What follows belongs to an exercise in optimizing a design on an open flow for small area, a short achievable clock period and few clock cycles per item; a production flow would make more cautious choices.
RTL that was checked went through simulation tests only; none was proved equivalent to the original.
No activity file was given, so power comes from the tool's default toggle rates.

v6:
Design si7021_unit, start of the top module:
module si7021_unit (
    input  wire        clk,
    input  wire        rst,           
    input  wire        in_valid,
    output wire        in_ready,
    input  wire [7:0]  in_op,
    input  wire [63:0] in_a,
    input  wire [47:0] in_b,
    input  wire [7:0]  in_c,
    input  wire [23:0] in_n,
    output reg         out_valid,
    output wire [1:0]  out_fault,
    output reg  [63:0] out_r0,
    output reg  [31:0] out_r1
);
For scale: ~2300 cells after synthesis, ~310 flip-flops, ~260 I/O pins, roughly 0.020 mm^2 of cells after synthesis.
Settings: LEC_CHECK=0, CAP_MARGIN=20, CORE_MARGIN=2, CORE_UTILIZATION=40, SLEW_MARGIN=20; clock period 13.0 ns.
standard.sh (not shown) runs the stock make flow with config.mk's settings and CLKGATE_MAP_FILE= SYNTH_SCRIPT=/design/flow/synth_recipe.tcl, a recipe that flattens the netlist after the stock synthesis.
==> flow/flow/run.sh <==
#!/bin/bash
set -euo pipefail
bash standard.sh SETUP_SLACK_MARGIN=10 finish > standard_flow.log 2>&1
Setup changes, v6 to v7
==> flow/flow/run.sh <==
#!/bin/bash
set -euo pipefail
bash standard.sh SETUP_SLACK_MARGIN=9 finish > standard_flow.log 2>&1
==> run summary <==
- [v7] switching power of the nets fell about 9% relative to v6
- Lower layout-stage area growth over the synthesis result was reported by v7, not v6.
- Relative to v6, clock tree cell share of total cell area has increased by 0.82 points in v7.
- In v7, the global-route met1 utilization came out 1.6 points below the value in v6.
- [v7 vs v6] largest stage delay on the critical path: lower in v7
- Area used by multi-input combinational logic: v7 and v6 compared, higher one is v6
- Half-perimeter wire length of the detailed placement result ends up higher on v7.
- For the count of clock buffers in the final design, v7 came in 6 lower than v6 did.
- Area occupied by registers ends up lower on v7.
- When the final numbers for v7 and v6 were put side by side, the hold slack turned out to be greater in v7.
- In v7, the number of setup buffers added after CTS came out 100 below the value in v6.
No functional check of the RTL was part of any run of this note.

---

Another version of the RTL of si7021_unit (not shown whole).
Size: about 280 flip-flops, ~260 I/O pins.
==> flow/config.mk <==
export PLATFORM = sky130hd
export DESIGN_NAME = si7021_unit
export DESIGN_NICKNAME = si7021_unit
export VERILOG_FILES = /design/flow/design.v
export SDC_FILE = /design/flow/constraint.sdc
export NUM_CORES = 4
export LEC_CHECK = 0
export CAP_MARGIN = 20
export CORE_MARGIN = 2
export CORE_UTILIZATION = 40
export SLEW_MARGIN = 20
==> flow/constraint.sdc <==
create_clock -name core_clock -period 13.0 [get_ports {clk}]
set_input_delay 2.6000 -clock core_clock [delete_from_list [all_inputs] [get_ports {clk}]]
set_output_delay 2.6000 -clock core_clock [all_outputs]
set_load 0.01 [all_outputs]
==> flow/flow/run.sh <==
#!/bin/bash
set -euo pipefail
bash standard.sh SETUP_SLACK_MARGIN=9.2 "BUFFER_PORTS_ARGS=-buffer_cell sky130_fd_sc_hd__buf_2" finish > standard_flow.log 2>&1
Testbench counts at the start, summed over its fixed seeds: cycles 4,824, ops 4,800.
==> next run, changes <==
==> flow/flow/run.sh (replaced) <==
#!/bin/bash
set -euo pipefail
bash standard.sh SETUP_SLACK_MARGIN=9.4 "BUFFER_PORTS_ARGS=-buffer_cell sky130_fd_sc_hd__buf_2" finish > standard_flow.log 2>&1
=> Global-route usage stays flat. Clock skew falls by 0.015 ns. Combinational power stays flat. First-iteration DRC count falls by 13%. Area after synthesis stays the same. Worst setup slack gains 0.16 ns.

---

## run 1
si7021_unit, a different RTL version from the one above (not shown whole).
Size: about 1,900 cells after synthesis, ~300 flip-flops, roughly 260 I/O pins, ~18,000 µm² of cells after synthesis.
Settings: LEC_CHECK=0, CAP_MARGIN=20, CORE_MARGIN=2, CORE_UTILIZATION=40, CTS_CLUSTER_DIAMETER=60, CTS_CLUSTER_SIZE=30, SLEW_MARGIN=20; clock period 13.0 ns.
==> flow/flow/run.sh <==
#!/bin/bash
set -euo pipefail
bash standard.sh SETUP_SLACK_MARGIN=9.3 "BUFFER_PORTS_ARGS=-buffer_cell sky130_fd_sc_hd__buf_2" finish > standard_flow.log 2>&1
Run 1 reached the end of the flow, and the finished layout is clean on the timing, DRC and antenna checks.
Testbench counts of run 1, summed over its fixed seeds: cycles 4,824, ops 4,800.
Input-level comparison between run 2 and run 1:
Settings: swapping 60 for 100 in CTS_CLUSTER_DIAMETER.
==> flow/flow/run.sh <==
#!/bin/bash
set -euo pipefail
bash standard.sh SETUP_SLACK_MARGIN=9.15 "BUFFER_PORTS_ARGS=-buffer_cell sky130_fd_sc_hd__buf_2" finish > standard_flow.log 2>&1
[summary]
Run 1 → run 2: minimum clock period after layout higher; total of plain and repair buffers excluding clock buffers higher.
From run 1 to run 2 the numbers moved as follows: final wirelength now sits lower; number of violations reported at the end of detailed-routing iteration 0 now sits lower.
Inputs modified between run 2 and run 3:
==> flow/flow/run.sh <==
#!/bin/bash
set -euo pipefail
bash standard.sh SETUP_SLACK_MARGIN=9.3 "BUFFER_PORTS_ARGS=-buffer_cell sky130_fd_sc_hd__buf_2" finish > standard_flow.log 2>&1
[summary]
Run 2 finished every step from synthesis to the final layout, and the layout passed the timing, DRC and antenna checks. Per the final summary, run 3 finished and its layout is clean on timing, DRC and antenna. Compared with run 2, run 3 shows a higher area growth from synthesis to final layout. Diff run 2 -> run 3: overall power consumption fell by 0.000020 W; number of iterations in the first detailed-routing pass fell by 1; global-route usage rose by 0.53 points; relative slew slack rose by 1.9 points; clock buffer count fell by 2. Run 3 leaves more setup margin than run 2. Wire length of the first global-routing pass, run 3 and run 2, higher one = run 3. Run 2 -> run 3: sequential share of the synthesized area delta 0, exact match. The run showing the greater part of the power in registers is run 3.
[inputs] run 4 vs run 3
==> flow/flow/run.sh <==
#!/bin/bash
set -euo pipefail
bash standard.sh SETUP_SLACK_MARGIN=9.45 "BUFFER_PORTS_ARGS=-buffer_cell sky130_fd_sc_hd__buf_2" finish > standard_flow.log 2>&1
## What came out
Run 3 → run 4: signal arrival time at the worst endpoint -3120 ps; fraction of area in registers dropped 0.58 points; number of cells on the critical path lower; minimum hold slack decreased by 5.8 ps relative to the old numbers. The flow did not stop early for run 4: all stages ran, and the layout cleared the timing, DRC and antenna checks.

## re-timing with driven ports
No port has a modelled driver above. Below, the same layouts with a new extraction and two added sets of constraints.
Step 1, drivers: a clkbuf_16 drives clk and a buf_2 each remaining input, both assumed.
Step 2 adds t to the input delays and takes it off the output delays; t is the mean of the earliest and latest rising clock arrival at the registers after step 1. Input paths then give back, and output paths get back, about the clock's delay inside the block.
Three values: ideal ports, drivers, drivers and shift; two values: the first two.
| run | t, ns | setup slack, ns | hold WS [ns] | worst setup path at the end | cell pins on the clock port's net |
|---|---|---|---|---|---|
| v6 | 0.611 | 9.041 / 9.066 / 8.456 | 0.328 / 0.328 / 0.328 | input to register | 1 |
| v7 | 0.615 | 8.983 / 9.010 / 8.395 | 0.334 / 0.334 / 0.334 | input to register | 1 |
| the first run of note 2 | 0.598 | 9.173 / 9.173 / 8.669 | 0.325 / 0.325 / 0.325 | input to register | 1 |
| the second run of note 2 | 0.631 | 9.335 / 9.328 / 8.726 | 0.325 / 0.325 / 0.325 | input to register | 1 |
| run 1 | 0.638 | 9.311 / 9.283 / 8.926 | 0.326 / 0.326 / 0.326 | input to register | 1 |
| run 2 | 0.595 | 9.261 / 9.261 / 8.842 | 0.334 / 0.334 / 0.334 | input to register | 1 |
| run 3 | 0.584 | 9.345 / 9.328 / 8.896 | 0.336 / 0.336 / 0.336 | input to register | 1 |
| run 4 | 0.580 | 9.406 / 9.351 / 8.998 | 0.330 / 0.330 / 0.330 | input to register | 1 |
After both steps setup and hold are still met in every run listed. For the second run of note 2, which loses most, drivers alone change the setup slack by -0.007 ns; drivers and shift together by -0.609 ns.
